This design comes from an exercise in tuning for small area, a short achievable clock period and few clock cycles on the open sky130 flow, not from production work. Where RTL was checked, it was by simulation tests only, not by an equivalence proof against the original. No activity file was given, so power comes from the tool's default toggle rates. The flow treats the clock pin as an ideal source, which a real chip does not have.

== build 59 ==
==> flow/design.v (excerpt) <==
module lhb_rx #(
    parameter FRAME_CAP = 100            
) (
    input  wire        clk,
    input  wire        rst,              
    input  wire        rx_valid,
    input  wire [7:0]  rx_data,
    output wire        rx_ready,
    output wire        m_valid,
    output wire [7:0]  m_data,
    output wire        m_last,
    output wire        m_empty,          
    input  wire        m_ready,
    output wire        e_valid,
    output wire [3:0]  e_code,
    output wire [7:0]  e_arg,
    output wire [15:0] e_len,
    output wire [3:0]  e_stat,
    input  wire        e_ready
);
    localparam RD_TAP   = FRAME_CAP - 1;     
    localparam RING_LEN = FRAME_CAP + 1;     
    localparam SW       = 7;                 
    localparam BQ_N     = 2;                 
    localparam [1:0] E_FRAME_OVERFLOW = 2'd1;
    localparam [1:0] E_SYNC_LOST      = 2'd2;
    localparam [1:0] E_DECODE_ERROR   = 2'd3;
    localparam [1:0] S_SEEK_START = 2'd0,
                     S_ACC        = 2'd1,
                     S_SEEK_END   = 2'd2;
    localparam [1:0] R_SEP  = 2'd0,          
                     R_PEND = 2'd1,          
                     R_BODY = 2'd2,          
                     R_SKIP = 2'd3;          
    reg  [8*RING_LEN-1:0] ring;
    wire [7:0] ring_last = ring[8*RING_LEN-1 -: 8];
    wire [7:0] rd_x      = ring[8*RD_TAP+7 -: 8];       
    wire [7:0] rd_nx     = ring[8*(RD_TAP-1)+7 -: 8];   
    reg        rdy_q;                    
    reg        ib_v;                     
    reg        ib_z;                     
    reg [7:0]  ib_d;
    reg [1:0]  ws;                       
    reg [6:0]  flen;                     
    reg [6:0]  wblk;                     
    reg        live;                     
    reg        wrapped;                  
    reg [SW-1:0] ostage;                 
  ...
Size in the first run: ~1400 cells after synthesis, about 940 flip-flops, about 58 I/O pins.
clock: 10.0 ns
lec_check: 0
cap_margin: 20
core_margin: 2
core_utilization: 70
cts_cluster_diameter: 80
cts_cluster_size: 24
place_density: 0.85
slew_margin: 20
standard.sh (not shown) runs the stock make flow with config.mk's settings and CLKGATE_MAP_FILE= SYNTH_SCRIPT=/design/flow/synth_recipe.tcl, a recipe that flattens the netlist after the stock synthesis.
==> flow/flow/run.sh <==
#!/bin/bash
# Layout flow: the standard ORFS flow, with the input and output port
# buffers inserted as sky130_fd_sc_hd__buf_2 instead of the default cell.
set -euo pipefail
export BUFFER_PORTS_ARGS="-buffer_cell sky130_fd_sc_hd__buf_2"
export SETUP_SLACK_MARGIN=6.9
bash standard.sh finish > standard_flow.log 2>&1
The final layout from build 59, which completed every stage, passed the timing, DRC and antenna checks at the end of the flow.
For trial 53, these inputs were changed with respect to build 59:
diff --git a/flow/flow/run.sh b/flow/flow/run.sh
--- a/flow/flow/run.sh
+++ b/flow/flow/run.sh
@@ -6 +5,0 @@
-export SETUP_SLACK_MARGIN=6.9
Results
Trial 53: done, clean on timing, DRC and antenna
As far as number of global-route vias before repair is concerned, build 59 and trial 53 perform about the same.
Final period utilization: trial 53 and build 59 compared, lower one is build 59
Build 59 has a lower total stage count of the critical path than trial 53.
Routed wire length delta (build 59 -> trial 53): insignificant
Between trial 53 and build 59, the difference in total power is negligible.
Share of the core filled with cells in the final layout essentially unchanged between build 59 and trial 53.
Met3 wire length: trial 53 vs build 59 — no meaningful difference
Compared with build 59, trial 53 degrades iteration-0 DRC count of the detailed router.
Trial 53 against build 59: final cell count held steady; net total in the final layout comparable.
Against build 59, trial 53 comes in 17 higher on peak fanout along the critical path.
Function was not checked in any run of this note: the RTL went through the layout flow alone.

---

v1:
lhb_rx, a different RTL version from the one above (not shown whole).
Size: roughly 1400 cells after synthesis, roughly 940 flip-flops, roughly 22000 um2 of cells after synthesis.
==> flow/design.v (excerpt) <==
module lhb_rx #(
    parameter FRAME_CAP = 100            
) (
    input  wire        clk,
    input  wire        rst,              
    input  wire        rx_valid,
    input  wire [7:0]  rx_data,
    output wire        rx_ready,
    output wire        m_valid,
    output wire [7:0]  m_data,
    output wire        m_last,
    output wire        m_empty,          
    input  wire        m_ready,
    output wire        e_valid,
    output wire [3:0]  e_code,
    output wire [7:0]  e_arg,
    output wire [15:0] e_len,
    output wire [3:0]  e_stat,
    input  wire        e_ready
);
export LEC_CHECK = 0
export CAP_MARGIN = 20
export CORE_MARGIN = 2
export CORE_UTILIZATION = 50
export CTS_CLUSTER_DIAMETER = 100
export CTS_CLUSTER_SIZE = 30
export PLACE_DENSITY = 0.65
export SLEW_MARGIN = 20
create_clock -name core_clock -period 10.0 [get_ports {clk}]
==> flow/flow/run.sh <==
#!/bin/bash
# Layout flow: the standard ORFS flow, with the input and output port
# buffers inserted as sky130_fd_sc_hd__buf_2 instead of the default cell,
# and clock tree synthesis without dummy loads.
set -euo pipefail
export BUFFER_PORTS_ARGS="-buffer_cell sky130_fd_sc_hd__buf_2"
export CTS_ARGS="-sink_clustering_enable -repair_clock_nets -sink_clustering_size 24 -sink_clustering_max_diameter 80 -dont_use_dummy_load"
bash standard.sh finish > standard_flow.log 2>&1
v1 finished every stage and its layout cleared the timing, DRC and antenna checks.
Testbench counts of v1, summed over its fixed seeds: cycles 11,733.
The following lists how v15 was set up differently from v1:
- a change of CORE_UTILIZATION from 50 to 70
- a change of PLACE_DENSITY from 0.65 to 0.85
==> flow/flow/run.sh <==
#!/bin/bash
# Layout flow: the standard ORFS flow, with the input and output port
# buffers inserted as sky130_fd_sc_hd__buf_2 instead of the default cell.
set -euo pipefail
export BUFFER_PORTS_ARGS="-buffer_cell sky130_fd_sc_hd__buf_2"
bash standard.sh finish > standard_flow.log 2>&1
Notes after the runs:
Taking v1 over v15, the number of DRC markers after the initial detailed-route iteration ratio works out to 0.72. NOTE die height v1->v15 decreased by more than 10%. Summary: with v1 as the reference, power in v15 moved down by a few percent. Comparing v1 and v15, the higher post-route minimum period is on v15. On non-clock buffer contribution to total cell area, v1 and v15 are basically level. v15 vs. v1: global-route wire length before repair picked up an extra 13%; routed wire length on met3 picked up an extra about 20%; count of clock tree sinks neither gained nor lost much; initial antenna violation count lost 2; post-route clock skew lost 0.0071 ns. Sequential power of v1 is on par with v15.
diff inputs: v15 => v32
- CORE_UTILIZATION changed from 70 to 60
- PLACE_DENSITY changed from 0.85 to 0.7
[summary]
Tap cell count: v32 vs v15 up 16%. Worst endpoint data arrival time in v32 is 0.02 ns lower than in v15. Register share of total power: v15 vs v32 — no meaningful difference. v32 — post-detailed-route via-to-cell ratio 0.36 lower, v15 as reference.
Relative to v32, the following input files were edited for v14:
- a change of CORE_UTILIZATION from 60 to 30
- a deleted CTS_CLUSTER_SIZE that had been 30
- a deleted CTS_CLUSTER_DIAMETER that had been 100
- a change of PLACE_DENSITY from 0.7 to 0.5
==> flow/flow/run.sh <==
#!/bin/bash
# Layout flow: the standard ORFS flow, with the input and output port
# buffers inserted as sky130_fd_sc_hd__buf_2 instead of the default cell,
# and clock tree synthesis without dummy loads.
set -euo pipefail
export BUFFER_PORTS_ARGS="-buffer_cell sky130_fd_sc_hd__buf_2"
export CTS_ARGS="-sink_clustering_enable -repair_clock_nets -sink_clustering_size 30 -sink_clustering_max_diameter 100 -dont_use_dummy_load"
bash standard.sh finish > standard_flow.log 2>&1
[summary]
- The achievable clock frequency on v14 is in line with that on v32.
- v32 -> v14: routed length on met2 increased by a few percent
- Relative to v32, the final area measured on v14 has increased by a few percent.
- No stage failed in v14, and the final checks on the layout all came back clean.
Input changes introduced in v38 (baseline for comparison: v14):
- PLACE_DENSITY: 0.5 -> 0.85
- CORE_UTILIZATION: 30 -> 70
- CTS_CLUSTER_DIAMETER: unset -> 80
- CTS_CLUSTER_SIZE: unset -> 24
==> flow/flow/run.sh <==
#!/bin/bash
# Layout flow: the standard ORFS flow, with the input and output port
# buffers inserted as sky130_fd_sc_hd__buf_2 instead of the default cell.
set -euo pipefail
export BUFFER_PORTS_ARGS="-buffer_cell sky130_fd_sc_hd__buf_2"
export SETUP_SLACK_MARGIN=6.9
bash standard.sh finish > standard_flow.log 2>&1
==> notes.md <==
- Going from v14 to v38, number of clock buffers inserted by TritonCTS grows by 22%.
- Via count of the first global-routing pass: v38 > v14
- | register share of the cell area | lower: v14 |
- In the tables for v38 and v14, design area reads lower with v38.

[afterwards: timing with drivers on the ports]
How much do the figures lean on ideal ports? The routed layouts below were timed once more, with nothing changed but the port constraints.
Step 1 (the two cells are an assumption about what drives the block):
set clk [get_ports {clk}]
set_driving_cell -lib_cell sky130_fd_sc_hd__clkbuf_16 $clk
set_driving_cell -lib_cell sky130_fd_sc_hd__buf_2 [delete_from_list [all_inputs] $clk]
Step 2, shift: input delay + t, output delay - t, t = (earliest + latest rising clock arrival at the registers) / 2. This alone moves slack from input paths to output paths.
a / b / c = ideal / step 1 / step 2; a / b = the first two.
run | t, ns | setup slack, ns | worst setup path at the end | slew at the worst register clock pin (ns)
build 59 | 0.621 | 6.836 / 6.785 / 6.997 | input to register | 0.10 / 0.10
trial 53 | 0.623 | 6.702 / 6.702 / 6.702 | register to register | 0.10 / 0.10
v1 | 0.615 | 6.890 / 6.837 / 7.011 | input to register | 0.09 / 0.09
v15 | 0.593 | 6.843 / 6.795 / 7.003 | input to register | 0.11 / 0.11
v32 | 0.598 | 6.856 / 6.807 / 7.008 | register to register | 0.11 / 0.11
v14 | 0.617 | 6.850 / 6.792 / 6.955 | input to register | 0.12 / 0.12
v38 | 0.603 | 6.848 / 6.800 / 6.993 | input to register | 0.10 / 0.10
After both steps setup and hold are still met in every run listed.
